From an optimization exercise on the open Yosys and OpenROAD flow, aimed at small area, a short achievable clock period and few clock cycles per item; shortcuts taken in it are not production practice. At most, simulation tests tie the RTL to the original design; equivalence was not proved. Only the layout flow was run in runs 1, 5 and 6; the RTL was not checked for function there. Power figures rest on the tool's default switching activity, not on a simulated workload.

<file path="flow/run.sh">
#!/bin/bash
# synth_recipe.tcl (not shown) runs the flow's synth.tcl, then flattens the netlist and writes it again
# the make line also repeats each setting of config.mk as NAME=value (left out here)
make -C /OpenROAD-flow-scripts/flow DESIGN_CONFIG=/design/flow/config.mk WORK_HOME=/design/flow/orfs CLKGATE_MAP_FILE= SYNTH_SCRIPT=/design/flow/synth_recipe.tcl finish
</file>
<file path="flow/config.mk">
export PLATFORM = sky130hd
export DESIGN_NAME = freq_counter
export DESIGN_NICKNAME = freq_counter
export VERILOG_FILES = /design/flow/design.v
export SDC_FILE = /design/flow/constraint.sdc
export NUM_CORES = 8
export LEC_CHECK = 0
export CAP_MARGIN = 20
export CORE_MARGIN = 2
export CORE_UTILIZATION = 55
export CTS_CLUSTER_DIAMETER = 100
export CTS_CLUSTER_SIZE = 25
export PLACE_DENSITY = 0.65
export SETUP_SLACK_MARGIN = 4.7
export SLEW_MARGIN = 20
</file>
<file path="flow/constraint.sdc">
create_clock -name core_clock -period 8.0 [get_ports {clk}]
set_input_delay 1.6000 -clock core_clock [delete_from_list [all_inputs] [get_ports {clk}]]
set_output_delay 1.6000 -clock core_clock [all_outputs]
set_load 0.01 [all_outputs]
</file>
<file path="flow/design.v">
module freq_counter (
    input  wire        clk,
    input  wire        rst,           
    input  wire        cmd_valid,
    output wire        cmd_ready,
    input  wire [7:0]  cmd_opc,
    input  wire [7:0]  cmd_sym,
    input  wire        in_valid,
    output wire        in_ready,
    input  wire [31:0] in_data,       
    input  wire [2:0]  in_nbytes,     
    input  wire        in_last,       
    input  wire        in_err,        
    output reg         done,
    output reg  [3:0]  err,
    output reg  [15:0] result,
    output reg         freq_valid
);
    localparam [7:0] OPC_NOP   = 8'h00;
    localparam [7:0] OPC_CLEAR = 8'h30;
    localparam [7:0] OPC_COUNT = 8'h31;
    localparam [7:0] OPC_READ  = 8'h32;
    localparam [7:0] OPC_TOTAL = 8'h33;
    localparam [3:0] ERR_NONE     = 4'd0;
    localparam [3:0] ERR_IO       = 4'd1;
    localparam [3:0] ERR_ILLEGAL  = 4'd4;
    localparam [3:0] ERR_OVERFLOW = 4'd7;
    localparam NR = 32;    
    localparam S  = 8;     
    localparam LW = 5;     
    localparam HW = 7;     
    localparam NX = 15;    
    reg  [2:0]  t;             
    reg  [3:0]  clr_cnt;       
    reg         streaming;     
    reg  [15:0] acc;           
    reg  [15:0] total;
    reg         in_ready_q;
    reg         cmd_ready_q;
    reg         slot_v;
    reg         slot_ill, slot_clear, slot_count, slot_read, slot_total;
    reg  [7:0]  slot_sym;
    reg  [NR-1:0] lgn [0:3];   
    reg  [S-1:0]  lpn [0:3];   
    reg         bq_v;          
    reg  [2:0]  bq_n;
    reg         bq_last, bq_err;
    reg         settle;        
    assign cmd_ready = cmd_ready_q;
    assign in_ready  = in_ready_q;
    wire cmd_fire = cmd_valid && cmd_ready_q;
    wire in_fire  = in_valid && in_ready_q;
    wire        c_read  = (cmd_opc == OPC_READ);
    wire        c_zsym  = (cmd_sym == 8'd0);
    wire        c_clear = c_zsym && (cmd_opc == OPC_CLEAR);
    wire        c_count = c_zsym && (cmd_opc == OPC_COUNT);
    wire        c_total = c_zsym && (cmd_opc == OPC_TOTAL);
    wire        c_nop   = c_zsym && (cmd_opc == OPC_NOP);
    wire        c_ill   = !(c_read || c_clear || c_count || c_total || c_nop);
    wire        near     = &acc[15:3];
    wire [16:0] acc_sum  = {1'b0, acc} + {14'd0, bq_n};
    wire        bq_cnt   = bq_v && !bq_err;
    wire        bq_ovf   = bq_cnt && acc_sum[16];
    wire        bq_end   = bq_v && (bq_err || bq_last || acc_sum[16]);
    wire        fail     = bq_v && (bq_err || acc_sum[16]);
    wire [HW-1:0]   tap_hi   [0:NR-1];
    wire [LW-1:0]   tap_low  [0:NR-1];
    wire [NR-1:0]   tap_hp;
    reg  [4:0]      scan_r;          
    wire            clearing = (clr_cnt != 4'd0);
    genvar g, j, l;
    generate
        for (g = 0; g < NR; g = g + 1) begin : ring
            reg  [S*LW-1:0] low;      
            reg  [S-1:0]    pend;
            reg  [S*HW-1:0] hi;
            reg  [S-1:0]    hp;
            wire [3:0]      hit   [0:S-1];
            wire [LW:0]     sum   [0:S-1];
            for (j = 0; j < S; j = j + 1) begin : pos
                for (l = 0; l < 4; l = l + 1) begin : lane
                    assign hit[j][l] = !(lgn[l][g] || lpn[l][j]);
                end
                wire [LW:0] v;
                if (j < S - 1) begin : mid
                    assign v = {pend[j], low[j*LW +: LW]};
                end else begin : head
                    assign v = {1'b0, low[j*LW +: LW]};
                end
                wire [3:0] h  = hit[j];
                wire       sa = h[0] ^ h[1] ^ h[2];
                wire       ca = (h[0] & h[1]) | (h[0] & h[2]) | (h[1] & h[2]);
                wire       cb = (v[0] & h[3]) | (v[0] & sa) | (h[3] & sa);
                wire       cc = (v[1] & ca) | (v[1] & cb) | (ca & cb);
                assign sum[j][0] = v[0] ^ h[3] ^ sa;
                assign sum[j][1] = v[1] ^ ca ^ cb;
                wire       p23  = v[2] & v[3];
                wire       p234 = p23 & v[4];
                assign sum[j][2] = v[2] ^ cc;
                assign sum[j][3] = v[3] ^ (cc & v[2]);
                assign sum[j][4] = v[4] ^ (cc & p23);
                assign sum[j][5] = v[5] ^ (cc & p234);
            end
            wire [HW:0]   head_hi = {1'b0, hi[(S-1)*HW +: HW]} + {{HW{1'b0}}, pend[S-1]};
            wire          scanned = (scan_r == g) && !clearing;
            integer m;
            always @(posedge clk) begin
                for (m = 1; m < S; m = m + 1) begin
                    low[m*LW +: LW] <= sum[m-1][LW-1:0];
                    pend[m]         <= sum[m-1][LW];
                    hi[m*HW +: HW]  <= hi[(m-1)*HW +: HW];
                    hp[m]           <= hp[m-1];
                end
                if (scanned)
                    hp[1] <= 1'b0;
                if (clearing) begin
                    low[0 +: LW] <= {LW{1'b0}};
                    pend[0]      <= 1'b0;
                    hi[0 +: HW]  <= {HW{1'b0}};
                    hp[0]        <= 1'b0;
                end else begin
                    low[0 +: LW] <= sum[S-1][LW-1:0];
                    pend[0]      <= sum[S-1][LW];
                    hi[0 +: HW]  <= head_hi[HW-1:0];
                    hp[0]        <= hp[S-1] || head_hi[HW];
                end
            end
            assign tap_hi[g]   = hi[0 +: HW];
            assign tap_low[g]  = low[0 +: LW];
            assign tap_hp[g]   = hp[0];
        end
    endgenerate
    reg  [7:0] x_tag [0:NX-1];
    reg  [3:0] x_cnt [0:NX-1];       
    wire [7:0] scan_bin = {scan_r, t};     
    wire       scan_hp  = tap_hp[scan_r] && !clearing;
    wire [NX-1:0] x_hit, x_free;
    genvar x;
    generate
        for (x = 0; x < NX; x = x + 1) begin : xs
            assign x_hit[x]  = (x_cnt[x] != 4'd0) && (x_tag[x] == scan_bin);
            assign x_free[x] = (x_cnt[x] == 4'd0);
        end
    endgenerate
    wire [NX-1:0] x_first = x_free & ~(x_free - 1'b1);
    integer xi;
    always @(posedge clk) begin
        if (rst) scan_r <= 5'd0;
        else if (t == 3'd7) scan_r <= scan_r + 5'd1;
        for (xi = 0; xi < NX; xi = xi + 1) begin
            if (clearing)
                x_cnt[xi] <= 4'd0;
            else if (scan_hp && (x_hit[xi] || (x_hit == {NX{1'b0}} && x_first[xi])))
                x_cnt[xi] <= x_cnt[xi] + 4'd1;
            if (scan_hp && x_hit == {NX{1'b0}} && x_first[xi])
                x_tag[xi] <= scan_bin;
        end
    end
    wire [3:0] rd_part [0:NX];
    assign rd_part[0] = 4'd0;
    generate
        for (x = 0; x < NX; x = x + 1) begin : xr
            assign rd_part[x+1] = rd_part[x] |
                                  ((x_cnt[x] != 4'd0 && x_tag[x] == slot_sym) ? x_cnt[x] : 4'd0);
        end
    endgenerate
    wire [3:0] rd_ext = rd_part[NX];
    wire aligned = (slot_sym[2:0] == t);
    wire idle    = !streaming && !bq_v && !settle && !clearing;
    wire exec    = slot_v && idle && (!slot_read || aligned);
    wire [3:0]  rd_top = rd_ext + {3'd0, tap_hp[slot_sym[7:3]]};
    wire [15:0] rd_val = {rd_top, tap_hi[slot_sym[7:3]], tap_low[slot_sym[7:3]]};
    wire       streaming_n = !rst && (streaming ? !(in_fire && (in_last || in_err)) && !bq_end
                                                : (exec && slot_count));
    wire       busy_n      = !rst && (streaming || bq_v || (exec && slot_count));
    wire [3:0] clr_cnt_n   = rst ? S[3:0] :
                             ((exec && (slot_count || slot_clear)) || fail) ? S[3:0] :
                             clearing ? clr_cnt - 4'd1 : 4'd0;
    wire [2:0] t_n         = rst ? 3'd0 : t + 3'd1;
    wire       slot_v_n    = !rst && (cmd_fire || (slot_v && !exec));
    wire       slot_read_n = cmd_fire ? c_read : slot_read;
    wire [2:0] slot_sym_n  = cmd_fire ? cmd_sym[2:0] : slot_sym[2:0];
    wire       exec_n      = slot_v_n && !busy_n && (clr_cnt_n == 4'd0) &&
                             (!slot_read_n || (slot_sym_n == t_n));
    always @(posedge clk) begin
        t           <= t_n;
        clr_cnt     <= clr_cnt_n;
        streaming   <= streaming_n;
        slot_v      <= slot_v_n;
        cmd_ready_q <= !slot_v_n || exec_n;
        in_ready_q  <= streaming_n && (clr_cnt_n <= 4'd1) && !(in_fire && near);
        if (cmd_fire) begin
            slot_ill   <= c_ill;
            slot_clear <= c_clear;
            slot_count <= c_count;
            slot_read  <= c_read;
            slot_total <= c_total;
            slot_sym   <= cmd_sym;
        end
    end
    integer k;
    always @(posedge clk) begin
        bq_v    <= !rst && in_fire;
        bq_n    <= in_nbytes;
        bq_last <= in_last;
        bq_err  <= in_err;
        settle  <= !rst && bq_v;
        for (k = 0; k < 4; k = k + 1) begin
            lgn[k] <= (!rst && in_fire && !in_err && (in_nbytes > k)) ?
                      ~(32'd1 << in_data[8*k+3 +: 5]) : ~32'd0;
            lpn[k] <= ~(8'd1 << (t + 3'd1 - in_data[8*k +: 3]));
        end
    end
    always @(posedge clk) begin
        if (rst) begin
            acc        <= 16'd0;
            total      <= 16'd0;
            done       <= 1'b0;
            err        <= ERR_NONE;
            result     <= 16'd0;
            freq_valid <= 1'b0;
        end else begin
            done <= 1'b0;
            if (bq_cnt)
                acc <= acc_sum[15:0];
            if (bq_end) begin
                done <= 1'b1;
                err  <= bq_err ? ERR_IO : acc_sum[16] ? ERR_OVERFLOW : ERR_NONE;
                if (!fail) begin
                    result     <= acc_sum[15:0];
                    total      <= acc_sum[15:0];
                    freq_valid <= 1'b1;
                end else begin
                    result     <= 16'd0;
                    total      <= 16'd0;
                    freq_valid <= 1'b0;
                end
            end
            if (exec) begin
                done   <= !slot_count;
                err    <= slot_ill ? ERR_ILLEGAL : ERR_NONE;
                result <= 16'd0;
                if (!slot_ill) begin
                    if (slot_clear || slot_count) begin
                        total      <= 16'd0;
                        freq_valid <= 1'b0;
                    end
                    if (slot_count)
                        acc <= 16'd0;
                    if (slot_read)
                        result <= rd_val;
                    if (slot_total)
                        result <= total;
                end
            end
        end
    end
endmodule
</file>
==> summary.txt, run 1 <==
Detailed routing
  – Vias post-DR: 79612
  – Routed length per instance: 24.6 um
  – Routed WL: 365000 um
  – # DRC: 0
  – Routed Antenna Nets: 0
  – DR iter-0 viols: 7001
  – Vias per cell: 5.37
  – DRT Pass-1 Iters: 6

Final layout
  – Layout cells sized above 1: 4.49%
  – Layout fillers: 19751
  – Finished Core Util: 59.7%
  – Nets: 12756
  – Register area: 0.0817 sq mm
  – Area growth, synth to finish: 7.84%
  – Multi-input gate area: 0.0483 sq mm

Timing
  – Final Hold Viols: 0
  – RSZ-0062 raised after global routing: false
  – Post-layout min period: 3240 ps
  – Fmax achieved: 308 MHz
  – Final period utilization: 40.6%
  – Endpoints failing setup: 0
  – Relative slew margins: 25.9%
  – Fin Setup TNS: 0 ps
  – Final Max Tran Viols: 0
  – Post-Route Skew: 43.9 ps
  – Slew at the pin with the worst max-slew slack: 1110 ps

Placement
  – HPWL Detailed: 250000 um
  – Port bufs: 79
  – Gpl congestion: 0.987

Synth
  – Synth Register Bits: 4013
  – Mean Syn Cell Area: 11.8 sq um
  – YS warnings: 5
  – Sequential-to-total area share from yosys stat: 60.0%
  – Library cells used by synthesis: 80
  – Area share of the largest cell type after synthesis: 57.1%
  – Async set-or-reset flop fraction in the synthesized netlist: 0%
  – Main synth FF type: dfxtp_1
  – Post-synth top area cell: dfxtp_1
  – Synth Net Count: 12717
  – Largest cells by area after synthesis: dfxtp_1 (57%), fa_1 (11%), nor2_1 (4.2%), xnor2_1 (4.1%), xor2_1 (3.7%)
  – Post-synth EDFFs: 132
  – Post-synthesis cell count: 11518
  – Post-Syn Area: 0.136 sq mm

Clocking
  – Worst-Skew Late Latency: 890 ps
  – Reg clk slew, reported paths: 100 ps
  – Max Buffers Root-to-Sink: 3
  – H-tree depth: 4
  – Hold-fix buffers, CTS: 0
  – CTS tree: done
  – Number of CTS-inserted buffers: 182
  – CTS Sinks: 4013
  – CTS root buf: clkbuf_16

Power and ir drop
  – Worst vdd ir: 0.000237 V
  – P_leak: 63.4 nW
  – Pwr/cell area: 224 mW/mm^2

Outcome
  – Status: finished clean

Floorplanning
  – Site Rows: 182
  – Core area: 0.246 sq mm
  – Top Ports: 81
  – Die footprint: 0.252 sq mm
  – Die height: 502 um
  – Initial core utilization: 55.4%
  – Die W: 502 um

Critical path
  – Crit path top cell by count: nand2_1
  – CP arrival: 3970 ps
  – Crit path cell chain: clkdlybuf4s50_1 -> nand2_1 -> nor3_1 -> buf_4 -> and2_1 -> nand2_1 -> nor2_1 -> nand2_1
  – Crit path max-delay cell type: nor2_1
  – Setup CP Type: in2reg
  – Kind of end point of the critical path: register
  – Delay-heaviest family, CP: simple AND/OR/NAND/NOR gates
  – CP required: 8720 ps
  – CP max FO: 8
  – R2R setup slack: 4770 ps
  – Startpoint Class: input pin
  – Crit-path max cell delay: 680 ps
  – Worst path bufs/invs: 2

Global route
  – Total track usage: 28.9%
  – Antenna violations before repair: 31
  – Vias in the first global route: 80639
  – Largest net degree at the start of global routing: 95
  – GRT overflow: 0
  – Wire length of the first global-routing pass: 527000 um

Job
  – Maxcap violations: 0

Min path
  – Min-Delay Path Class: reg2reg
==> cell usage after synthesis, drive strengths merged (132+ instances only) <==
master / n
buf: 168
nand4: 177
inv: 1309
edfxtp: 132
xnor2: 635
clkbuf: 242
nand2: 425
ha: 369
nand3: 260
dfxtp: 3881
fa: 773
nor2: 1523
xor2: 577
and3: 380
==> state kept, by name, summed over array words and instances (netlist names), 32 cells and up <==
register   flops
lgn          128
lpn           32
ring.hi     1792
ring.hp      256
ring.low    1280
ring.pend    256
x_cnt         60
x_tag        120
==> final timing paths <==
path | from | cells past startpoint | to
setup / recovery | in_valid | 8 | lgn[3][3]
hold / removal | ring[20].hi[7] | 0 | ring[20].hi[14]
setup reg to reg | x_cnt[1][0] | 12 | x_cnt[13][2]
hold reg to reg | ring[20].hi[7] | 0 | ring[20].hi[14]
==> repair_timing <==
item / 4_1_cts / 5_1_grt
cloned: 1 / 7
setup buffers: 22 / 48
pin swaps: 10 / 6
resized for setup: 102 / 49
endpoints found under the setup margin: 351 / 143
==> metrics by stage <==
step,power [mW],hold slack (ps),instance area (sq um),instances,setup WS [ps]
2_1_floorplan,21.4,310,136000,11518,4540
3_3_place_gp,22.6,310,140000,14513,3080
3_5_place_dp,22.6,312,140000,14513,3040
4_1_cts,32.9,292,146000,14765,4630
5_1_grt,33.7,301,147000,14826,4670
6_report,32.8,300,147000,14837,4760
==> logic make-up after synthesis <==
logic type / count (synthesis) / share of synthesized area [%]
AOI/OAI and AO/OA: 445 / 2.41
DFF: 4013 / 60.0
other: 1 / 0.00275
and+or+nand+nor: 2952 / 9.79
adders and majority gates: 1142 / 14.8
muxes: 34 / 0.418
buffers and inverters: 1719 / 4.83
xor gates and xnor gates: 1212 / 7.80
==> layout by cell type (no fill, tap or decap), drive strengths merged, types with 6 or more instances in the layout <==
| cell type | synthesis | routed |
|---|---|---|
| dfxtp | 3881 | 3881 |
| nor2 | 1523 | 1523 |
| inv | 1309 | 1314 |
| fa | 773 | 773 |
| xnor2 | 635 | 635 |
| xor2 | 577 | 577 |
| nand2 | 425 | 425 |
| and3 | 380 | 380 |
| ha | 369 | 369 |
| nand3 | 260 | 260 |
| clkbuf | 242 | 210 |
| buf | 168 | 178 |
| nand4 | 177 | 177 |
| edfxtp | 132 | 132 |
| a21oi | 76 | 76 |
| a22o | 68 | 68 |
| a221oi | 67 | 67 |
| a22oi | 60 | 60 |
| clkdlybuf4s50 | 0 | 55 |
| nor3 | 40 | 40 |
| nor4 | 39 | 39 |
| a31oi | 38 | 38 |
| o21ai | 34 | 34 |
| nor2b | 31 | 31 |
| dlygate4sd2 | 0 | 23 |
| mux4 | 18 | 18 |
| a21boi | 18 | 18 |
| and2 | 16 | 16 |
| clkinv | 0 | 16 |
| diode | 0 | 15 |
| o21a | 15 | 15 |
| mux2i | 13 | 13 |
| nand2b | 13 | 13 |
| nor3b | 12 | 12 |
| o31ai | 11 | 11 |
| or3 | 9 | 9 |
| a21o | 8 | 8 |
| nand3b | 7 | 7 |
| or2 | 7 | 7 |
| o211ai | 6 | 6 |
==> area by class of cell <==
class | instances | area share, %
Antenna cell | 15 | 0.0256
Clock buffer | 202 | 3.17
Clock inverter | 27 | 0.400
Inverter | 1309 | 3.35
Multi-Input combinational cell | 5786 | 32.9
Sequential cell | 4013 | 55.7
Tap cell | 3220 | 2.74
Timing Repair Buffer | 265 | 1.74
==> per-layer routing <==
layer,track usage [%],share of wire (%),vias to the layer above
met5,0,0.027,-
met4,16.4,6.9,14
met3,6.16,8.2,964
met2,46.1,45,3193
met1,36.7,40,39682
li1,-,-,35759
==> power breakdown <==
part | switching (mW) | total [mW] | internal (mW)
sequential | 0.0699 | 20.2 | 20.1
combinational | 1.79 | 2.08 | 0.293
clock | 6.23 | 10.6 | 4.35
total | 8.09 | 32.8 | 24.8
==> worst register-to-register path, stage by stage, from the launching register on <==
cell and delay [ps]:
dfxtp_1 420, inv_1 90, ha_1 200, nor3b_4 170, buf_4 150, nor3_1 320
nand4_1 270, buf_4 230, a21oi_1 280, and4_4 340, a41oi_2 180, or3b_1 390
a21oi_1 140
==> run 2, diff against run 1 <==
--- a/flow/design.v
+++ b/flow/design.v
@@ -40,6 +40,7 @@
     reg         slot_v;
     reg         slot_ill, slot_clear, slot_count, slot_read, slot_total;
     reg  [7:0]  slot_sym;
+    reg  [31:0] slot_ring;     
     reg  [NR-1:0] lgn [0:3];   
     reg  [S-1:0]  lpn [0:3];   
     reg         bq_v;          
@@ -156,20 +157,29 @@
                 x_tag[xi] <= scan_bin;
         end
     end
-    wire [3:0] rd_part [0:NX];
-    assign rd_part[0] = 4'd0;
+    wire [3:0] rx_part [0:NX];
+    assign rx_part[0] = 4'd0;
     generate
         for (x = 0; x < NX; x = x + 1) begin : xr
-            assign rd_part[x+1] = rd_part[x] |
+            assign rx_part[x+1] = rx_part[x] |
                                   ((x_cnt[x] != 4'd0 && x_tag[x] == slot_sym) ? x_cnt[x] : 4'd0);
         end
     endgenerate
-    wire [3:0] rd_ext = rd_part[NX];
+    wire [3:0] rd_ext = rx_part[NX];
     wire aligned = (slot_sym[2:0] == t);
     wire idle    = !streaming && !bq_v && !settle && !clearing;
     wire exec    = slot_v && idle && (!slot_read || aligned);
-    wire [3:0]  rd_top = rd_ext + {3'd0, tap_hp[slot_sym[7:3]]};
-    wire [15:0] rd_val = {rd_top, tap_hi[slot_sym[7:3]], tap_low[slot_sym[7:3]]};
+    wire [HW+LW:0] rd_part [0:NR];
+    assign rd_part[0] = {(HW+LW+1){1'b0}};
+    generate
+        for (g = 0; g < NR; g = g + 1) begin : rsel
+            assign rd_part[g+1] = rd_part[g] |
+                                  ({(HW+LW+1){slot_ring[g]}} & {tap_hp[g], tap_hi[g], tap_low[g]});
+        end
+    endgenerate
+    wire [HW+LW:0] rd_ent = rd_part[NR];
+    wire [3:0]  rd_top = rd_ext + {3'd0, rd_ent[HW+LW]};
+    wire [15:0] rd_val = {rd_top, rd_ent[HW+LW-1:0]};
     wire       streaming_n = !rst && (streaming ? !(in_fire && (in_last || in_err)) && !bq_end
                                                 : (exec && slot_count));
     wire       busy_n      = !rst && (streaming || bq_v || (exec && slot_count));
@@ -196,6 +206,7 @@
             slot_read  <= c_read;
             slot_total <= c_total;
             slot_sym   <= cmd_sym;
+            slot_ring  <= 32'd1 << cmd_sym[7:3];
         end
     end
     integer k;
==> run 2 against run 1 <==
Non-clock buffer count fell by 66. Power rose by 0.55%. Sequential power barely moved. Utilization fell by 0.34 points. Clock-buffer cell count rose by 2. Die area rose by 0.71%. Via count fell by 1.2%. Critical path type is now reg2reg.
==> summary.txt, run 2 <==
Global route
  – Vias in the first global route: 79792 (-1.1%)
  – Wire length of the first global-routing pass: 532000 um (+0.86%)
  – Total track usage: 29.1% (+0.21 points)
  – Antenna violations before repair: 36 (+16%)
  – GRT overflow: 0 (unchanged)
  – Largest net degree at the start of global routing: 132 (+39%)

Synth
  – Post-synth top cells: dfxtp_1 (3881), nor2_1 (1542), inv_1 (1299)
  – Post-synth top area cell: dfxtp_1
  – Area share of the largest cell type after synthesis: 56.7% (-0.40 points)
  – Library cells used by synthesis: 73 (-8.8%)
  – Sequential-to-total area share from yosys stat: 60.3% (+0.28 points)
  – Synth Net Count: 12785 (+0.53%)
  – YS warnings: 5 (unchanged)
  – Post-synth EDFFs: 164 (+24%)
  – Main synth FF type: dfxtp_1
  – Mean Syn Cell Area: 11.8 sq um (+0.12%)
  – Async set-or-reset flop fraction in the synthesized netlist: 0% (unchanged)
  – Most common cell in the netlist: dfxtp_1
  – Synth Register Bits: 4045 (+0.80%)
  – Post-Syn Area: 0.137 sq mm (+0.71%)
  – Largest cells by area after synthesis: dfxtp_1 (57%), fa_1 (11%), xor2_1 (4.6%), nor2_1 (4.2%), edfxtp_1 (3.6%)
  – Post-synthesis cell count: 11586 (+0.59%)

Clocking
  – CTS root buf: clkbuf_16
  – CTS tree: done
  – H-tree depth: 4 (unchanged)
  – Hold-fix buffers, CTS: 0 (unchanged)
  – Worst-Skew Late Latency: 880 ps (about the same)
  – Number of CTS-inserted buffers: 183 (+0.55%)
  – Max Buffers Root-to-Sink: 3 (unchanged)
  – Reg clk slew, reported paths: 100 ps (about the same)
  – CTS Sinks: 4045 (+0.80%)

Placement
  – Gpl congestion: 0.946 (-4.1%)
  – Dpl ws: 3510 ps (+465 ps)
  – Port bufs: 79 (unchanged)
  – HPWL Detailed: 251000 um (+0.44%)

Timing
  – Min Hold Slack: 309 ps (+8.60 ps)
  – Fmax achieved: 308 MHz (about the same)
  – RSZ-0062 raised after global routing: true
  – Final setup margin: 4750 ps (-0.760 ps)
  – Final Max Tran Viols: 0 (unchanged)
  – Post-Route Skew: 36.7 ps (-7.26 ps)
  – Fin Setup TNS: 0 ps (unchanged)
  – Final period utilization: 40.6% (about the same)
  – Relative slew margins: 20.9% (-5.0 points)
  – Post-layout min period: 3250 ps (+0.760 ps)
  – Slew at the pin with the worst max-slew slack: 1180 ps (+73.5 ps)
  – Final Hold Viols: 0 (unchanged)
  – Endpoints failing setup: 0 (unchanged)

Job
  – Maxcap violations: 0 (unchanged)

Floorplanning
  – Die W: 503 um (+0.35%)
  – Die height: 503 um (+0.35%)
  – Site Rows: 183 (+0.55%)
  – Core area: 0.248 sq mm (+0.92%)
  – Initial core utilization: 55.2% (-0.12 points)
  – Top Ports: 81 (unchanged)
  – Die footprint: 0.253 sq mm (+0.71%)

Final layout
  – Area growth, synth to finish: 7.44%
  – Register area: 0.0827 sq mm (+1.2%)
  – Layout cells sized above 1: 4.00% (-0.49 points)
  – Nets: 12756 (unchanged)
  – Top flop regs: ring.hi: 1792 flops, ring.low: 1280 flops
  – Multi-input gate area: 0.0485 sq mm (+0.33%)
  – Leading cell types in the layout, fill and taps excluded: dfxtp_1 (3861), nor2_1 (1534), inv_1 (1298), fa_1 (773), xor2_1 (717)
  – Layout fillers: 20371 (+3.1%)
  – Finished Core Util: 59.3% (-0.34 points)
  – Max FFs per register: 1792 (unchanged)
  – Most common cell after layout, fill and taps aside: dfxtp_1
  – Top reg by flops: ring.hi

Power and ir drop
  – Worst vdd ir: 0.000250 V (+5.7%)
  – Total power: 33.0 mW (+0.55%)
  – Pwr/cell area: 224 mW/mm^2 (+0.20%)
  – P_leak: 64.9 nW (+2.3%)

Detailed routing
  – Routed Antenna Nets: 0 (unchanged)
  – Routed length per instance: 24.6 um (about the same)
  – Vias per cell: 5.26 (-2.0%)
  – # DRC: 0 (unchanged)
  – DR iter-0 viols: 6622 (-5.4%)
  – DRT Pass-1 Iters: 6 (unchanged)
  – Vias post-DR: 78621 (-1.2%)
  – Routed WL: 367000 um (+0.67%)

Critical path
  – CP required: 8750 ps (+30 ps)
  – Startpoint Class: register
  – CP max FO: 8 (unchanged)
  – Setup CP Type: reg2reg
  – Kind of end point of the critical path: register
  – CP arrival: 3990 ps (+20 ps)

Outcome
  – Status: finished clean

Min path
  – Min-Delay Path Class: reg2reg
[run 2: timing repair]
action / 4_1_cts / 5_1_grt
cloned: 1 / 0
pin swaps: 3 / 2
resized for setup: 102 / 45
buffers inserted: 16 / 10
setup endpoints to repair: 383 / 129
endpoints found under the hold margin: 0 / 0
[run 2: worst max-delay path, stage by stage (launching register included)]
cell and delay [ps]:
edfxtp_1 650, buf_4 330, a221oi_1 610, nand3_1 180, o41ai_2 890, o21ai_0 190, a2bb2oi_1 190, nor2_1 50
[run 2: kinds of logic after synthesis]
family | count (synthesis) | share of synthesized area, %
and+or+nand+nor | 2996 | 9.82
other | 1 | 0.00274
muxes | 30 | 0.295
DFF | 4045 | 60.3
buffers and inverters | 1713 | 4.83
adders and majority gates | 1142 | 14.7
xor gates and xnor gates | 1209 | 7.72
AOI/OAI and AO/OA | 450 | 2.41
[run 2: area by class of cell]
type / count / area share [%]
multi-input cells: 5829 / 32.9
well taps: 3330 / 2.83
clock inverters: 25 / 0.325
clock buffers: 204 / 3.18
flip-flops and latches: 4045 / 56.1
inverters: 1299 / 3.31
diodes: 18 / 0.0306
repair buffers: 199 / 1.29
[run 2: final timing paths]
check | to | slack (ps) | from | depth (start not counted)
worst min register to register | ring[24].hi[26] | 310 | ring[24].hi[19] | 0
worst max register to register | result[10] | 4750 | slot_ring[25] | 7
worst min-delay path | ring[24].hi[26] | 310 | ring[24].hi[19] | 0
worst max-delay path | result[10] | 4750 | slot_ring[25] | 7
[run 2: metrics by stage]
stage,cell area [sq um],cells
final,147000,14949
after global routing,147000,14935
after floorplan,137000,11586
after detailed placement,141000,14674
after CTS,147000,14920
after global placement,141000,14672
[run 2: where the power goes]
part / internal [mW] / total [mW] / switching, mW
Combinational: 0.278 / 1.97 / 1.69
Sequential: 20.3 / 20.5 / 0.166
Clock: 4.28 / 10.6 / 6.30
Total: 24.9 / 33.0 / 8.16
[run 2: metal layers]
metal / part of all wire [%] / track usage (%)
met5: 0.054 / 0
met4: 5.9 / 14.5
met3: 7.3 / 5.75
met2: 46 / 47.0
met1: 41 / 37.6
Testbench counts of run 2, summed over its fixed seeds: cycles 28,776, bytes 62,843.
==> run 3, diff against run 2 <==
--- a/flow/config.mk
+++ b/flow/config.mk
@@ -7,9 +7,9 @@
 export LEC_CHECK = 0
 export CAP_MARGIN = 20
 export CORE_MARGIN = 2
-export CORE_UTILIZATION = 55
+export CORE_UTILIZATION = 70
 export CTS_CLUSTER_DIAMETER = 100
 export CTS_CLUSTER_SIZE = 25
-export PLACE_DENSITY = 0.65
-export SETUP_SLACK_MARGIN = 4.7
+export PLACE_DENSITY = 0.8
+export SETUP_SLACK_MARGIN = 5.0
 export SLEW_MARGIN = 20
==> run 3 against run 2 <==
Clock-buffer cell count decreased by 1. Flip-flop and latch count unchanged. Non-clock buffer count increased by 93. Wire length increased by 1.3%. Power decreased by 0.10%. Sequential power about the same. Final cell count decreased by 4.1%. Synthesized area unchanged. Maximum frequency increased by 5.4%.
==> summary.txt, run 3 <==
Synth
  – Sequential-to-total area share from yosys stat: 60.3% (unchanged)
  – Post-Syn Area: 0.137 sq mm (unchanged)
  – Post-synth EDFFs: 164 (unchanged)
  – Synth Register Bits: 4045 (unchanged)
  – Async set-or-reset flop fraction in the synthesized netlist: 0% (unchanged)
  – Library cells used by synthesis: 73 (unchanged)
  – Area share of the largest cell type after synthesis: 56.7% (unchanged)
  – Post-synthesis cell count: 11586 (unchanged)
  – Main synth FF type: dfxtp_1
  – Most common cell in the netlist: dfxtp_1
  – YS warnings: 5 (unchanged)
  – Synth Net Count: 12785 (unchanged)
  – Largest cells by area after synthesis: dfxtp_1 (57%), fa_1 (11%), xor2_1 (4.6%), nor2_1 (4.2%), edfxtp_1 (3.6%)
  – Mean Syn Cell Area: 11.8 sq um (unchanged)
  – Post-synth top cells: dfxtp_1 (3881), nor2_1 (1542), inv_1 (1299)
  – Post-synth top area cell: dfxtp_1

Final layout
  – Final std cells w/o fill: 14337 (-4.1%)
  – Design area: 0.148 sq mm (+0.20%)
  – Register area: 0.0827 sq mm (about the same)
  – Area growth, synth to finish: 7.66%
  – Max FFs per register: 1792 (unchanged)
  – Top reg by flops: ring.hi
  – Leading cell types in the layout, fill and taps excluded: dfxtp_1 (3838), nor2_1 (1532), inv_1 (1297), fa_1 (773), xor2_1 (717)
  – Top flop regs: ring.hi: 1792 flops, ring.low: 1280 flops
  – Multi-input gate area: 0.0486 sq mm (+0.32%)
  – Layout cells sized above 1: 5.33% (+1.3 points)
  – Finished Core Util: 75.8% (+16 points)
  – Nets: 12845 (+0.70%)
  – Most common cell after layout, fill and taps aside: dfxtp_1
  – Layout fillers: 12429 (-39%)

Detailed routing
  – Routed length per instance: 26.0 um (+5.7%)
  – Vias per cell: 5.70 (+8.4%)
  – Vias post-DR: 81773 (+4.0%)
  – Routed WL: 372000 um (+1.3%)
  – DR iter-0 viols: 7819 (+18%)
  – # DRC: 0 (unchanged)
  – DRT Pass-1 Iters: 8 (+2)
  – Routed Antenna Nets: 0 (unchanged)

Critical path
  – Kind of end point of the critical path: register
  – CP arrival: 3860 ps (-130 ps)
  – Reg-to-Reg Start: x_cnt[1][0]
  – Depth of the most critical reg-to-reg path: 11 (+4)
  – Reg2reg end: result[14]
  – Startpoint Class: register
  – Setup CP Type: reg2reg
  – Crit path top cell by count: ha_1
  – Crit path max-delay cell type: nor4_1
  – R2R setup slack: 4920 ps (+170 ps)
  – CP max FO: 4 (-4)
  – CP required: 8780 ps (+30 ps)
  – Crit path cell chain: inv_1 -> ha_1 -> or3b_4 -> buf_4 -> and4_1 -> nor4_1 -> nand4_1 -> ha_1 -> and3_1 -> o21ai_1 -> a211oi_1
  – Crit-path max cell delay: 440 ps (-450 ps)

Timing
  – Final Hold Viols: 0 (unchanged)
  – Relative slew margins: 28.8% (+7.9 points)
  – Endpoints failing setup: 0 (unchanged)
  – Slew at the pin with the worst max-slew slack: 1070 ps (-114 ps)
  – Min Hold Slack: 304 ps (-5.24 ps)
  – Post-Route Skew: 63.8 ps (+27.2 ps)
  – Post-layout min period: 3080 ps (-165 ps)
  – Final setup margin: 4920 ps (+165 ps)
  – RSZ-0062 raised after global routing: true
  – Fmax achieved: 325 MHz (+5.4%)
  – Final period utilization: 38.5% (-2.1 points)
  – Fin Setup TNS: 0 ps (unchanged)
  – Final Max Tran Viols: 0 (unchanged)

Floorplanning
  – Top Ports: 81 (unchanged)
  – Site Rows: 162 (-11%)
  – Core area: 0.195 sq mm (-22%)
  – Die height: 447 um (-11%)
  – Die W: 447 um (-11%)
  – Initial core utilization: 70.4% (+15 points)
  – Die footprint: 0.199 sq mm (-21%)

Global route
  – Total track usage: 37.2% (+8.1 points)
  – GRT overflow: 0 (unchanged)
  – Largest net degree at the start of global routing: 130 (-1.5%)
  – Vias in the first global route: 83610 (+4.8%)
  – Wire length of the first global-routing pass: 535000 um (+0.57%)
  – Antenna violations before repair: 41 (+14%)

Min path
  – Hold Path Sink: ring[17].hi[42]
  – Min-delay src: ring[17].hi[35]
  – Hold Crit Depth: 0 (unchanged)
  – Min-Delay Path Class: reg2reg

Job
  – Maxcap violations: 0 (unchanged)

Placement
  – Dpl ws: 3370 ps (-137 ps)
  – HPWL Detailed: 248000 um (-1.1%)
  – Gpl congestion: 0.964 (+1.9%)
  – DP Area: 0.140 sq mm (-0.56%)
  – Cell total after placement: 13982 (-4.7%)
  – Port bufs: 79 (unchanged)

Clocking
  – CTS tree: done
  – Max Buffers Root-to-Sink: 3 (unchanged)
  – H-tree depth: 4 (unchanged)
  – Number of CTS-inserted buffers: 180 (-1.6%)
  – CTS Sinks: 4045 (unchanged)
  – Reg clk slew, reported paths: 110 ps (about the same)
  – Worst-Skew Late Latency: 910 ps (+30 ps)
  – CTS root buf: clkbuf_16

Power and ir drop
  – Pwr/cell area: 224 mW/mm^2 (-0.30%)
  – Total power: 33.0 mW (-0.10%)
  – Worst vdd ir: 0.000255 V (+2.1%)
  – P_leak: 65.4 nW (+0.79%)

Outcome
  – Status: finished clean
run 3: cell types whose count changed in the layout (fill, tap and decap cells not counted), moves of 19 or more:
cell,before,now
dfxtp_1,3861,3838
buf_6,3,47
buf_12,9,28
dlygate4sd2_1,23,0
dfxtp_2,11,30
buf_4,95,149
run 3: worst max path at each step:
stage	end	from	slack (ps)
floorplan	x_tag[11][0]	scan_r[0]	4850
global placement	lgn[2][2]	rst	3420
detailed placement	lgn[2][2]	rst	3370
CTS	result[9]	result[9]	4910
global route	result[14]	slot_sym[6]	4850
finish	result[14]	x_cnt[1][0]	4920
run 3: kinds of logic (layout without fill, tap and decap cells):
group	Yosys count	in the layout	share of synthesized area, %
other cells	1	28	0.00274
buf+inv	1713	1813	4.83
fa+ha+maj	1142	1142	14.7
xor+xnor	1209	1209	7.72
mux	30	30	0.295
compound gates	450	450	2.41
flops	4045	4045	60.3
simple gates	2996	2996	9.82
run 3: cell type report:
type | instances | area share [%]
Antenna cell | 27 | 0.0458
Clock buffer | 203 | 3.13
Clock inverter | 19 | 0.274
Inverter | 1299 | 3.31
Multi-Input combinational cell | 5828 | 32.9
Sequential cell | 4045 | 56.0
Tap cell | 2624 | 2.22
Timing Repair Buffer | 292 | 2.03
run 3: repair_timing:
| item | in CTS | in global routing |
|---|---|---|
| hold buffers | 0 | 0 |
| pin swaps | 18 | 13 |
| setup endpoints to repair | 799 | 275 |
| setup buffers | 50 | 51 |
| cloned | 0 | 5 |
| resized for setup | 285 | 82 |
run 3: layer usage:
layer / vias up / wire length, um / track usage, %
met2: 4107 / 170000 / 58.7
li1: 35895 / - / -
met3: 1321 / 37400 / 9.69
met4: 28 / 30300 / 25.3
met5: - / 172 / 0.0488
met1: 40422 / 135000 / 45.1
run 3: power breakdown:
| part | leakage [nW] | internal, mW | total, mW | switching [mW] |
|---|---|---|---|---|
| Clock | 2.43 | 4.22 | 10.4 | 6.21 |
| Combinational | 30.2 | 0.331 | 2.20 | 1.87 |
| Sequential | 32.8 | 20.3 | 20.4 | 0.0575 |
run 3: worst max-delay path: cells and delay by family (launching register included):
family          cells  cell delay, ps
compound gates      2             260
fa+ha+maj           2             470
buf+inv             2             260
flops               1             350
simple gates        5            1600
==> run 4, diff against run 3 <==
--- a/flow/config.mk
+++ b/flow/config.mk
@@ -7,9 +7,9 @@
 export LEC_CHECK = 0
 export CAP_MARGIN = 20
 export CORE_MARGIN = 2
-export CORE_UTILIZATION = 70
+export CORE_UTILIZATION = 55
 export CTS_CLUSTER_DIAMETER = 100
 export CTS_CLUSTER_SIZE = 25
-export PLACE_DENSITY = 0.8
+export PLACE_DENSITY = 0.65
 export SETUP_SLACK_MARGIN = 5.0
 export SLEW_MARGIN = 20
==> run 4 against run 3 <==
Still clean. Clock skew fell by 14 ps. Clock-buffer cell count did not move. Clock power barely moved. Critical endpoint is now result[2]. Highest routed layer unchanged.
==> summary.txt, run 4 <==
Power and ir drop
  – Combinational Power Share: 6.8% (about the same)
  – Worst vdd ir: 0.000250 V (-2.0%)
  – Pint: 25.0 mW (+0.43%)
  – Pwr/cell area: 222 mW/mm^2 (-0.52%)
  – Sw Pwr: 8.21 mW (+0.91%)
  – Seq pwr share: 61.4% (-0.3 points)
  – Clk pwr share: 31.9% (+0.3 points)
  – Total power: 33.2 mW (+0.55%)
  – P_leak: 65.7 nW (+0.42%)
  – Sw frac: 24.7% (+0.088 points)

Detailed routing
  – Routed Antenna Nets: 0 (unchanged)
  – DR iter-0 viols: 6698 (-14%)
  – Vias post-DR: 79823 (-2.4%)
  – Routed length per instance: 24.5 um (-5.6%)
  – Routed WL: 369000 um (-0.92%)
  – DRT Pass-1 Iters: 6 (-2)
  – # DRC: 0 (unchanged)
  – Vias per cell: 5.30 (-7.0%)

Clocking
  – CTS Sinks: 4045 (unchanged)
  – Worst-Skew Late Latency: 900 ps (about the same)
  – Max Buffers Root-to-Sink: 3 (unchanged)
  – Reg clk slew, reported paths: 100 ps (about the same)
  – H-tree depth: 4 (unchanged)
  – CTS tree: done
  – CTS root buf: clkbuf_16
  – Hold-fix buffers, CTS: 0 (unchanged)
  – Number of CTS-inserted buffers: 182 (+1.1%)

Timing
  – Final Hold Viols: 0 (unchanged)
  – Final setup margin: 4930 ps (+13.2 ps)
  – Final Max Tran Viols: 0 (unchanged)
  – Post-Route Skew: 49.6 ps (-14.3 ps)
  – Fin Setup TNS: 0 ps (unchanged)
  – Endpoints failing setup: 0 (unchanged)
  – RSZ-0062 raised after global routing: true
  – Fmax achieved: 326 MHz (+0.43%)
  – Relative slew margins: 27.0% (-1.8 points)
  – Final period utilization: 38.3% (-0.17 points)
  – Slew at the pin with the worst max-slew slack: 1090 ps (+18.3 ps)
  – Post-layout min period: 3070 ps (-13.2 ps)

Global route
  – GRT overflow: 0 (unchanged)
  – Total track usage: 29.1% (-8.2 points)
  – Wire length of the first global-routing pass: 532000 um (-0.58%)
  – Vias in the first global route: 80914 (-3.2%)
  – Largest net degree at the start of global routing: 138 (+6.2%)
  – Antenna violations before repair: 42 (+2.4%)

Placement
  – HPWL Detailed: 245000 um (-1.1%)
  – Gpl congestion: 0.922 (-4.3%)
  – Port bufs: 79 (unchanged)
  – Dpl ws: 3360 ps (-9.72 ps)
  – Cell total after placement: 14687 (+5.0%)

Critical path
  – Kind of end point of the critical path: register
  – Setup CP Type: reg2reg
  – Crit path cell chain: buf_4 -> a22oi_1 -> nand4_1 -> o41ai_2 -> buf_4 -> o21ai_0 -> a222oi_1 -> nor2_1
  – Worst path bufs/invs: 2 (unchanged)
  – Crit path top cell by count: buf_4
  – CP max FO: 13 (+9)
  – Delay-heaviest family, CP: compound AO/OA/AOI/OAI gates
  – Startpoint Class: register
  – Crit path max-delay cell type: o41ai_2
  – Crit-path max cell delay: 720 ps (+280 ps)
  – CP required: 8770 ps (about the same)
  – CP arrival: 3840 ps (-20 ps)

Final layout
  – Area growth, synth to finish: 8.81%
  – Layout cells sized above 1: 5.72% (+0.38 points)
  – Max FFs per register: 1792 (unchanged)
  – Nets: 12862 (+0.13%)
  – Top flop regs: ring.hi: 1792 flops, ring.low: 1280 flops
  – Top reg by flops: ring.hi
  – Final std cells w/o fill: 15054 (+5.0%)
  – Leading cell types in the layout, fill and taps excluded: dfxtp_1 (3840), nor2_1 (1528), inv_1 (1295), fa_1 (773), xor2_1 (715)
  – Most common cell after layout, fill and taps aside: dfxtp_1

Synth
  – Post-Syn Area: 0.137 sq mm (unchanged)
  – Main synth FF type: dfxtp_1
  – Post-synthesis cell count: 11586 (unchanged)
  – Synth Net Count: 12785 (unchanged)
  – Post-synth top cells: dfxtp_1 (3881), nor2_1 (1542), inv_1 (1299)
  – Area share of the largest cell type after synthesis: 56.7% (unchanged)
  – Library cells used by synthesis: 73 (unchanged)
  – Sequential-to-total area share from yosys stat: 60.3% (unchanged)
  – Post-synth top area cell: dfxtp_1
  – Most common cell in the netlist: dfxtp_1
  – Largest cells by area after synthesis: dfxtp_1 (57%), fa_1 (11%), xor2_1 (4.6%), nor2_1 (4.2%), edfxtp_1 (3.6%)
  – YS warnings: 5 (unchanged)
  – Async set-or-reset flop fraction in the synthesized netlist: 0% (unchanged)
  – Synth Register Bits: 4045 (unchanged)
  – Mean Syn Cell Area: 11.8 sq um (unchanged)
  – Post-synth EDFFs: 164 (unchanged)

Floorplanning
  – Top Ports: 81 (unchanged)
  – Initial core utilization: 55.2% (-15 points)
  – Die W: 503 um (+13%)
  – Site Rows: 183 (+13%)
  – Die footprint: 0.253 sq mm (+27%)
  – Die height: 503 um (+13%)
  – Core area: 0.248 sq mm (+27%)

Outcome
  – Status: finished clean

Min path
  – Min-Delay Path Class: reg2reg

Job
  – Maxcap violations: 0 (unchanged)
-- run 4: cell counts after synthesis --
No cell type changed its count.
-- run 4: power groups by stage --
stage	logic, mW	clock network, mW	registers, mW
2_1_floorplan	0.732	0	20.8
3_3_place_gp	1.95	0	20.8
3_5_place_dp	1.96	0	20.8
4_1_cts	2.11	10.8	20.4
5_1_grt	2.21	11.5	20.4
6_report	2.25	10.6	20.4
-- run 4: final cells by class --
class                   instances  area [sq um]
diodes                         18          45.0
well taps                    3330          4170
clock inverters                24           480
fillers                     20055         99000
repair buffers                306          3320
multi-input cells            5829         48900
inverters                    1299          4880
flip-flops and latches       4045         82700
clock buffers                 203          4700
-- run 4: kinds of logic (layout without fill, tap and decap cells) --
logic type / count (synthesis) / after routing / share of synthesized area, %
and+or+nand+nor: 2996 / 2997 / 9.82
AOI/OAI and AO/OA: 450 / 450 / 2.41
DFF: 4045 / 4045 / 60.3
xor gates and xnor gates: 1209 / 1209 / 7.72
other: 1 / 19 / 0.00274
buffers and inverters: 1713 / 1832 / 4.83
muxes: 30 / 30 / 0.295
adders and majority gates: 1142 / 1142 / 14.7
-- run 4: what timing repair did --
action	CTS	global route
endpoints found under the setup margin	685	264
gates cloned	5	4
pin swaps	31	28
buffers inserted	69	44
resized for setup	325	101
-- run 4: path summary, 6_finish.rpt --
kind | depth (start not counted) | to | startpoint | slack, ps
worst min-delay path | 0 | ring[20].hp[5] | ring[20].hp[4] | 310
worst max register to register | 8 | result[2] | slot_ring[7] | 4930
worst min register to register | 0 | ring[20].hp[5] | ring[20].hp[4] | 310
worst max-delay path | 8 | result[2] | slot_ring[7] | 4930
-- run 4: layer usage --
layer  up-vias  track usage, %  share of wire [%]  routed length (um)
li1      35908               -                  -                   -
met1     39764            37.2                 40              148000
met2      3127            45.6                 45              166000
met3       990            6.53                8.3               30700
met4        34            16.7                6.7               24700
met5         -               0              0.064                 237
-- run 4: metrics by stage --
stage / cell area (sq um) / utilization (%) / hold slack, ps
final: 149000 / 60.1 / 314
after global routing: 149000 / 60.1 / 318
after CTS: 148000 / 59.7 / 308
after detailed placement: 141000 / 56.9 / 312
after global placement: 141000 / 56.9 / 310
after floorplan: 137000 / - / 310
==> run 5, diff against run 4 <==
--- a/flow/design.v
+++ b/flow/design.v
@@ -88,13 +88,18 @@
                 end else begin : head
                     assign v = {1'b0, low[j*LW +: LW]};
                 end
-                wire [3:0] h  = hit[j];
-                wire       sa = h[0] ^ h[1] ^ h[2];
-                wire       ca = (h[0] & h[1]) | (h[0] & h[2]) | (h[1] & h[2]);
-                wire       cb = (v[0] & h[3]) | (v[0] & sa) | (h[3] & sa);
-                wire       cc = (v[1] & ca) | (v[1] & cb) | (ca & cb);
-                assign sum[j][0] = v[0] ^ h[3] ^ sa;
-                assign sum[j][1] = v[1] ^ ca ^ cb;
+                wire [3:0] hn  = ~hit[j];
+                wire       san = hn[0] ^ hn[1] ^ hn[2];                               
+                wire       can = (hn[0] & hn[1]) | (hn[0] & hn[2]) | (hn[1] & hn[2]);   
+                wire       v0n = ~v[0];
+                wire       v1n = ~v[1];
+                wire       s0n = v0n ^ hn[3] ^ san;
+                wire       cbn = (v0n & hn[3]) | (v0n & san) | (hn[3] & san);          
+                wire       s1n = v1n ^ can ^ cbn;
+                wire       ccn = (v1n & can) | (v1n & cbn) | (can & cbn);              
+                wire       cc  = ~ccn;
+                assign sum[j][0] = ~s0n;
+                assign sum[j][1] = ~s1n;
                 wire       p23  = v[2] & v[3];
                 wire       p234 = p23 & v[4];
                 assign sum[j][2] = v[2] ^ cc;
==> run 5 against run 4 <==
Power up 0.91%. Worst hold slack better by 2.9 ps. Wire length up 2.6%. Combinational power up 5%. Final cell count down 8.5%. Clock power about the same. Die area down 3.1%. Sequential share of layout area up 1.6 points.
==> summary.txt, run 5 <==
Global route
  – Vias in the first global route: 76774 (-5.1%)
  – Largest net degree at the start of global routing: 117 (-15%)
  – GRT overflow: 0 (unchanged)
  – Wire length of the first global-routing pass: 528000 um (-0.61%)
  – Antenna violations before repair: 38 (-9.5%)
  – Total track usage: 30.3% (+1.2 points)

Timing
  – Final period utilization: 37.9% (-0.39 points)
  – Post-layout min period: 3040 ps (-30.9 ps)
  – Relative slew margins: 26.4% (-0.59 points)
  – Final Hold Viols: 0 (unchanged)
  – Endpoints failing setup: 0 (unchanged)
  – Fin Setup TNS: 0 ps (unchanged)
  – Slew at the pin with the worst max-slew slack: 1100 ps (+17.3 ps)
  – Final Max Tran Viols: 0 (unchanged)
  – Min Hold Slack: 317 ps (+2.92 ps)
  – Post-Route Skew: 51.4 ps (+1.84 ps)
  – RSZ-0062 raised after global routing: true
  – Fmax achieved: 329 MHz (+1.0%)

Min path
  – Hold Crit Depth: 0 (unchanged)
  – Min-delay src: ring[2].hi[14]
  – Min-Delay Path Class: reg2reg
  – Hold Path Sink: ring[2].hi[21]

Placement
  – HPWL Detailed: 242000 um (-1.3%)
  – Port bufs: 79 (unchanged)
  – Cell total after placement: 13331 (-9.2%)
  – Gpl congestion: 0.955 (+3.6%)

Final layout
  – Max FFs per register: 1792 (unchanged)
  – Final std cells w/o fill: 13774 (-8.5%)
  – Most common cell after layout, fill and taps aside: dfxtp_1
  – Nets: 11723 (-8.9%)
  – Top flop regs: ring.hi: 1792 flops, ring.low: 1280 flops
  – Top reg by flops: ring.hi
  – Layout cells sized above 1: 6.44% (+0.72 points)
  – Area growth, synth to finish: 9.36%
  – Leading cell types in the layout, fill and taps excluded: dfxtp_1 (3818), nor2_1 (1507), fa_1 (773), xnor2_1 (724), xor2_1 (478)

Power and ir drop
  – Pwr/cell area: 231 mW/mm^2 (+3.7%)
  – P_leak: 60.3 nW (-8.2%)
  – Worst vdd ir: 0.000257 V (+2.7%)

Synth
  – Post-synth top cells: dfxtp_1 (3881), nor2_1 (1520), fa_1 (773)
  – Post-synthesis cell count: 10413 (-10%)
  – Largest cells by area after synthesis: dfxtp_1 (59%), fa_1 (12%), xnor2_1 (4.8%), nor2_1 (4.3%), edfxtp_1 (3.7%)
  – Async set-or-reset flop fraction in the synthesized netlist: 0% (unchanged)
  – Synth Net Count: 11612 (-9.2%)
  – Post-synth EDFFs: 164 (unchanged)
  – Mean Syn Cell Area: 12.8 sq um (+7.8%)
  – Most common cell in the netlist: dfxtp_1
  – Main synth FF type: dfxtp_1
  – Post-Syn Area: 0.133 sq mm (-3.2%)
  – Sequential-to-total area share from yosys stat: 62.2% (+2.0 points)
  – Synth Register Bits: 4045 (unchanged)
  – Library cells used by synthesis: 71 (-2.7%)
  – Area share of the largest cell type after synthesis: 58.5% (+1.8 points)
  – YS warnings: 5 (unchanged)
  – Post-synth top area cell: dfxtp_1

Detailed routing
  – Metal2 WL: 157000 um (-5.2%)
  – # DRC: 0 (unchanged)
  – Routed length per instance: 27.5 um (+12%)
  – Vias post-DR: 78339 (-1.9%)
  – DR iter-0 viols: 8507 (+27%)
  – DRT Pass-1 Iters: 6 (unchanged)
  – Routed WL: 379000 um (+2.6%)
  – Vias per cell: 5.69 (+7.3%)
  – M1 wire length: 158000 um (+6.7%)
  – Met3 routed WL: 42200 um (+37%)
  – Routed Antenna Nets: 0 (unchanged)
  – Top Layer Used: met5

Outcome
  – Status: finished clean

Job
  – Maxcap violations: 0 (unchanged)

Critical path
  – Reg-to-Reg Start: lpn[3][0]
  – Setup CP Type: reg2reg
  – Kind of end point of the critical path: register
  – Reg2reg end: ring[29].low[8]
  – CP required: 8760 ps (about the same)
  – R2R setup slack: 4960 ps (+30 ps)
  – Startpoint Class: register
  – CP arrival: 3790 ps (-50 ps)
  – CP max FO: 27 (+14)
  – Depth of the most critical reg-to-reg path: 6 (-2)

Clocking
  – CTS Sinks: 4045 (unchanged)
  – H-tree depth: 4 (unchanged)
  – CTS root buf: clkbuf_16
  – Reg clk slew, reported paths: 100 ps (about the same)
  – Max Buffers Root-to-Sink: 3 (unchanged)
  – CTS tree: done
  – Hold-fix buffers, CTS: 0 (unchanged)
  – Worst-Skew Late Latency: 910 ps (about the same)
  – Number of CTS-inserted buffers: 182 (unchanged)

Floorplanning
  – Die height: 495 um (-1.6%)
  – Initial core utilization: 55.3% (about the same)
  – Die footprint: 0.245 sq mm (-3.1%)
  – Site Rows: 180 (-1.6%)
  – Top Ports: 81 (unchanged)
  – Core area: 0.240 sq mm (-3.2%)
  – Die W: 495 um (-1.6%)
[run 5: cell types whose count changed in the layout (fill, tap and decap cells not counted), moves of 15 or more]
cell / delta
inv_1: -1202
nor2_1: -21
xor2_1: -237
nand3_1: +268
dfxtp_4: +35
a21oi_1: +18
nand4_1: +215
buf_12: +33
dfxtp_1: -22
nor3_1: +40
and3_1: -285
nand2_1: -187
buf_16: +15
xnor2_1: +247
[run 5: per-stage QoR]
step	area [sq um]	utilization (%)	worst slack [ps]	power, mW
floorplan	133000	-	4930	21.6
global placement	137000	56.8	3310	22.7
detailed placement	137000	56.9	3160	22.8
CTS	144000	59.9	4910	33.4
global route	145000	60.4	4890	34.3
finish	145000	60.4	4960	33.5
[run 5: area by class of cell]
type / instances / area (sq um)
Clock inverter: 19 / 378
Fill cell: 18757 / 95100
Inverter: 95 / 360
Multi-Input combinational cell: 5858 / 48600
Sequential cell: 4045 / 82800
Antenna cell: 28 / 70.1
Tap cell: 3185 / 3990
Timing Repair Buffer: 342 / 4240
Clock buffer: 202 / 4680
[run 5: critical path, cell delays in order, from the launching register on]
cell and delay [ps]:
dfxtp_1 600, buf_4 690, nor2_1 160, fa_1 440, fa_1 490, ha_1 250
xor2_1 150
[run 5: report_power, final]
group	switching (mW)	internal, mW
Sequential	0.300	20.3
Clock	6.24	4.25
Combinational	1.86	0.502
Total	8.40	25.1
[run 5: kinds of logic (layout without fill, tap and decap cells)]
logic type / count (synthesis) / after routing / synth area share (%)
compound gates: 463 / 464 / 2.54
xor+xnor: 1206 / 1206 / 7.96
fa+ha+maj: 1142 / 1142 / 15.1
buf+inv: 513 / 658 / 1.57
flops: 4045 / 4045 / 62.2
mux: 31 / 31 / 0.290
other cells: 1 / 29 / 0.00282
simple gates: 3012 / 3014 / 10.3
[run 5: per-layer routing]
metal  vias to the layer above  GRT usage, %
met5                         -         0.117
met4                        22          14.7
met3                       910          8.97
met2                      3860          43.4
met1                     39465          41.9
li1                      34082             -
[run 5: repair_timing]
item                                    in CTS  in global routing
pin swaps                                   10                 19
endpoints found under the setup margin     792                283
gates cloned                                 2                 15
setup buffers                              110                 65
gates resized for setup                    247                 74
[run 5: worst max path at each step]
stage	start	endpoint	cells after the start
final	lpn[3][0]	ring[29].low[8]	6
after global routing	acc[0]	cmd_ready_q	11
after CTS	result[6]	result[6]	1
after detailed placement	clr_cnt[0]	x_tag[11][4]	8
after global placement	clr_cnt[0]	x_tag[11][3]	8
after floorplan	scan_r[0]	x_tag[3][0]	10
==> run 6, diff against run 5 <==
--- a/flow/config.mk
+++ b/flow/config.mk
@@ -7,9 +7,9 @@
 export LEC_CHECK = 0
 export CAP_MARGIN = 20
 export CORE_MARGIN = 2
-export CORE_UTILIZATION = 55
+export CORE_UTILIZATION = 45
 export CTS_CLUSTER_DIAMETER = 100
 export CTS_CLUSTER_SIZE = 25
-export PLACE_DENSITY = 0.65
+export PLACE_DENSITY = 0.55
 export SETUP_SLACK_MARGIN = 5.0
 export SLEW_MARGIN = 20
==> run 6 against run 5 <==
Worst hold slack worse by 30 ps. Cell area up 0.81%. Maximum frequency decreased by 1.0%. Power up 0.34%. Global-route usage shrank 4.9 points. Clock skew is 64 ps higher. Largest power group unchanged. Via count fell by 2.0%. Critical path type is now reg2out. Synthesized area did not move. Non-clock buffer count is 8 higher. Clock power about the same. Register-to-register slack is essentially flat. Still clean.
==> summary.txt, run 6 <==
Outcome
  – Status: finished clean

Placement
  – HPWL Detailed: 252000 um (+4.2%)
  – Gpl congestion: 0.925 (-3.1%)
  – Port bufs: 79 (unchanged)

Global route
  – Total track usage: 25.4% (-4.9 points)
  – Antenna violations before repair: 42 (+11%)
  – Wire length of the first global-routing pass: 545000 um (+3.3%)
  – Largest net degree at the start of global routing: 135 (+15%)
  – Vias in the first global route: 76648 (-0.16%)
  – GRT overflow: 0 (unchanged)

Critical path
  – Delay-heaviest family, CP: flip-flops
  – Crit path max-delay cell type: dfxtp_4
  – CP arrival: 1470 ps (-2320 ps)
  – Setup CP Type: reg2out
  – Depth of the most critical reg-to-reg path: 7 (+1)
  – CP required: 6400 ps (-2360 ps)
  – CP max FO: 2 (-93%)
  – Crit path capture: cmd_ready
  – Startpoint Class: register
  – Reg-to-Reg Start: slot_ring[23]
  – Crit. Startpoint: cmd_ready_q
  – Kind of end point of the critical path: output port
  – R2R setup slack: 4970 ps (about the same)
  – Crit-path max cell delay: 410 ps (-280 ps)
  – Crit path cell chain: buf_6
  – Reg2reg end: result[11]
  – Worst path bufs/invs: 1 (unchanged)
  – Levels on crit path: 1 (-5)

Final layout
  – Leading cell types in the layout, fill and taps excluded: dfxtp_1 (3812), nor2_1 (1503), fa_1 (771), xnor2_1 (722), xor2_1 (480)
  – Top flop regs: ring.hi: 1792 flops, ring.low: 1280 flops
  – Finished Core Util: 49.8% (-11 points)
  – Area growth, synth to finish: 10.2%
  – Max FFs per register: 1792 (unchanged)
  – Most common cell after layout, fill and taps aside: dfxtp_1
  – Nets: 11734 (+0.094%)
  – Top reg by flops: ring.hi
  – Layout cells sized above 1: 7.02% (+0.58 points)

Clocking
  – Max Buffers Root-to-Sink: 4 (+1)
  – CTS root buf: clkbuf_16
  – Number of CTS-inserted buffers: 186 (+2.2%)
  – Hold-fix buffers, CTS: 0 (unchanged)
  – CTS Sinks: 4045 (unchanged)
  – H-tree depth: 4 (unchanged)
  – Reg clk slew, reported paths: 100 ps (about the same)
  – Worst-Skew Late Latency: 960 ps (+50 ps)
  – CTS tree: done

Synth
  – Largest cells by area after synthesis: dfxtp_1 (59%), fa_1 (12%), xnor2_1 (4.8%), nor2_1 (4.3%), edfxtp_1 (3.7%)
  – Library cells used by synthesis: 71 (unchanged)
  – YS warnings: 5 (unchanged)
  – Synth Net Count: 11612 (unchanged)
  – Area share of the largest cell type after synthesis: 58.5% (unchanged)
  – Most common cell in the netlist: dfxtp_1
  – Async set-or-reset flop fraction in the synthesized netlist: 0% (unchanged)
  – Post-synth top area cell: dfxtp_1
  – Synth Register Bits: 4045 (unchanged)
  – Post-synth EDFFs: 164 (unchanged)
  – Main synth FF type: dfxtp_1
  – Sequential-to-total area share from yosys stat: 62.2% (unchanged)
  – Post-synth top cells: dfxtp_1 (3881), nor2_1 (1520), fa_1 (773)
  – Post-Syn Area: 0.133 sq mm (unchanged)
  – Post-synthesis cell count: 10413 (unchanged)
  – Mean Syn Cell Area: 12.8 sq um (unchanged)

Timing
  – Post-Route Skew: 115 ps (+63.7 ps)
  – Post-layout min period: 3070 ps (+32.1 ps)
  – Slew at the pin with the worst max-slew slack: 1150 ps (+42.0 ps)
  – Relative slew margins: 23.6% (-2.8 points)
  – Min Hold Slack: 287 ps (-30.1 ps)
  – Fin Setup TNS: 0 ps (unchanged)
  – Final Max Tran Viols: 0 (unchanged)
  – Endpoints failing setup: 0 (unchanged)
  – Final period utilization: 38.3% (+0.40 points)
  – Fmax achieved: 326 MHz (-1.0%)
  – Final Hold Viols: 0 (unchanged)
  – RSZ-0062 raised after global routing: true

Detailed routing
  – # DRC: 0 (unchanged)
  – Vias per cell: 5.29 (-7.0%)
  – Vias post-DR: 76768 (-2.0%)
  – Routed length per instance: 26.8 um (-2.6%)
  – Routed Antenna Nets: 0 (unchanged)
  – Routed WL: 389000 um (+2.7%)
  – DRT Pass-1 Iters: 6 (unchanged)
  – DR iter-0 viols: 7096 (-17%)

Floorplanning
  – Core area: 0.294 sq mm (+22%)
  – Die W: 547 um (+10%)
  – Die height: 547 um (+10%)
  – Die footprint: 0.299 sq mm (+22%)
  – Top Ports: 81 (unchanged)
  – Initial core utilization: 45.2% (-10 points)
  – Site Rows: 199 (+11%)

Job
  – Maxcap violations: 0 (unchanged)

Min path
  – Min-Delay Path Class: reg2reg

Power and ir drop
  – Worst vdd ir: 0.000239 V (-6.8%)
  – P_leak: 60.5 nW (+0.24%)
  – Pwr/cell area: 229 mW/mm^2 (-0.46%)
## run 6: worst min-delay path by stage
stage | start | to | slack, ps | cells past startpoint
after floorplan | ring[0].hi[7] | ring[0].hi[14] | 310 | 0
final | ring[5].hi[21] | ring[5].hi[28] | 290 | 0
after global routing | ring[5].hi[21] | ring[5].hi[28] | 280 | 0
after CTS | ring[30].hi[7] | ring[30].hi[14] | 280 | 0
after detailed placement | ring[5].hi[41] | ring[5].hi[48] | 310 | 0
after global placement | ring[17].hi[17] | ring[17].hi[24] | 310 | 0
## run 6: cell families after synthesis
kind of cell    after synthesis  share of synthesized area, %
simple gates               3012                          10.3
mux                          31                         0.290
fa+ha+maj                  1142                          15.1
flops                      4045                          62.2
other cells                   1                       0.00282
buf+inv                     513                          1.57
compound gates              463                          2.54
xor+xnor                   1206                          7.96
## run 6: final cells by class
class | instances | area [sq um]
inverter | 95 | 363
fill | 25555 | 147000
sequential | 4045 | 82800
antenna | 30 | 75.1
clock buffer | 207 | 4820
tap | 3919 | 4900
multi-input combinational | 5857 | 49000
clock inverter | 18 | 229
timing repair buffer | 350 | 4170
## run 6: repair_timing
action	CTS	global route
pin swaps	12	40
setup endpoints to repair	1256	287
resized for setup	271	138
gates cloned	6	9
buffers inserted	87	88
## run 6: power breakdown
| group | switching (mW) | internal (mW) | total (mW) |
|---|---|---|---|
| Clock | 6.29 | 4.37 | 10.7 |
| Combinational | 1.89 | 0.492 | 2.38 |
| Sequential | 0.224 | 20.3 | 20.5 |
| Total | 8.41 | 25.2 | 33.6 |
## run 6: routing by layer
metal	wire length, um	GRT usage, %	vias up
met4	18300	10.3	10
met1	171000	35.8	38952
met3	33100	5.41	730
met2	167000	38.1	2939
met5	77	0	-
li1	-	-	34137
## run 6: stage by stage
step / std cells / setup WS (ps) / power (mW) / cell area (sq um)
after floorplan: 10413 / 4930 / 21.6 / 133000
after global placement: 14075 / 3380 / 22.9 / 138000
after detailed placement: 14075 / 3380 / 22.9 / 138000
after CTS: 14393 / 4870 / 33.7 / 145000
after global routing: 14504 / 4870 / 34.5 / 146000
final: 14521 / 4930 / 33.6 / 146000

port drivers added, routing unchanged:
The results above use ideal ports. As a check the final layouts listed here were re-extracted and re-timed, cells and wires unchanged.
Step 1, drivers: a clkbuf_16 drives clk and a buf_2 each remaining input, both assumed.
Step 2 moves the port delays by t, midway between the first and last clock arrival at a register: inputs arrive t later, outputs are due t later. That takes back most of the time a late clock gives input paths.
Three values: no drivers, after step 1, after step 2; two values: the first two.
run	t, ns	setup WS [ns]	worst setup path at the end	worst slew at a driven data input, ns	pins driven straight from the clock port
run 1	0.975	4.756 / 4.662 / 3.857	input to register	0.22	1
run 2	0.964	4.755 / 4.718 / 4.054	input to register	0.26	1
run 3	0.978	4.920 / 4.870 / 4.161	input to register	0.29	1
run 4	0.969	4.934 / 4.893 / 4.170	input to register	0.14	1
run 5	0.978	4.964 / 4.873 / 4.142	input to register	0.15	1
run 6	1.014	4.932 / 4.819 / 4.100	input to register	0.13	1
After both steps every run listed still meets setup and hold. The setup slack of run 1, which loses most, moves by -0.094 ns with the drivers and by -0.899 ns with both steps.
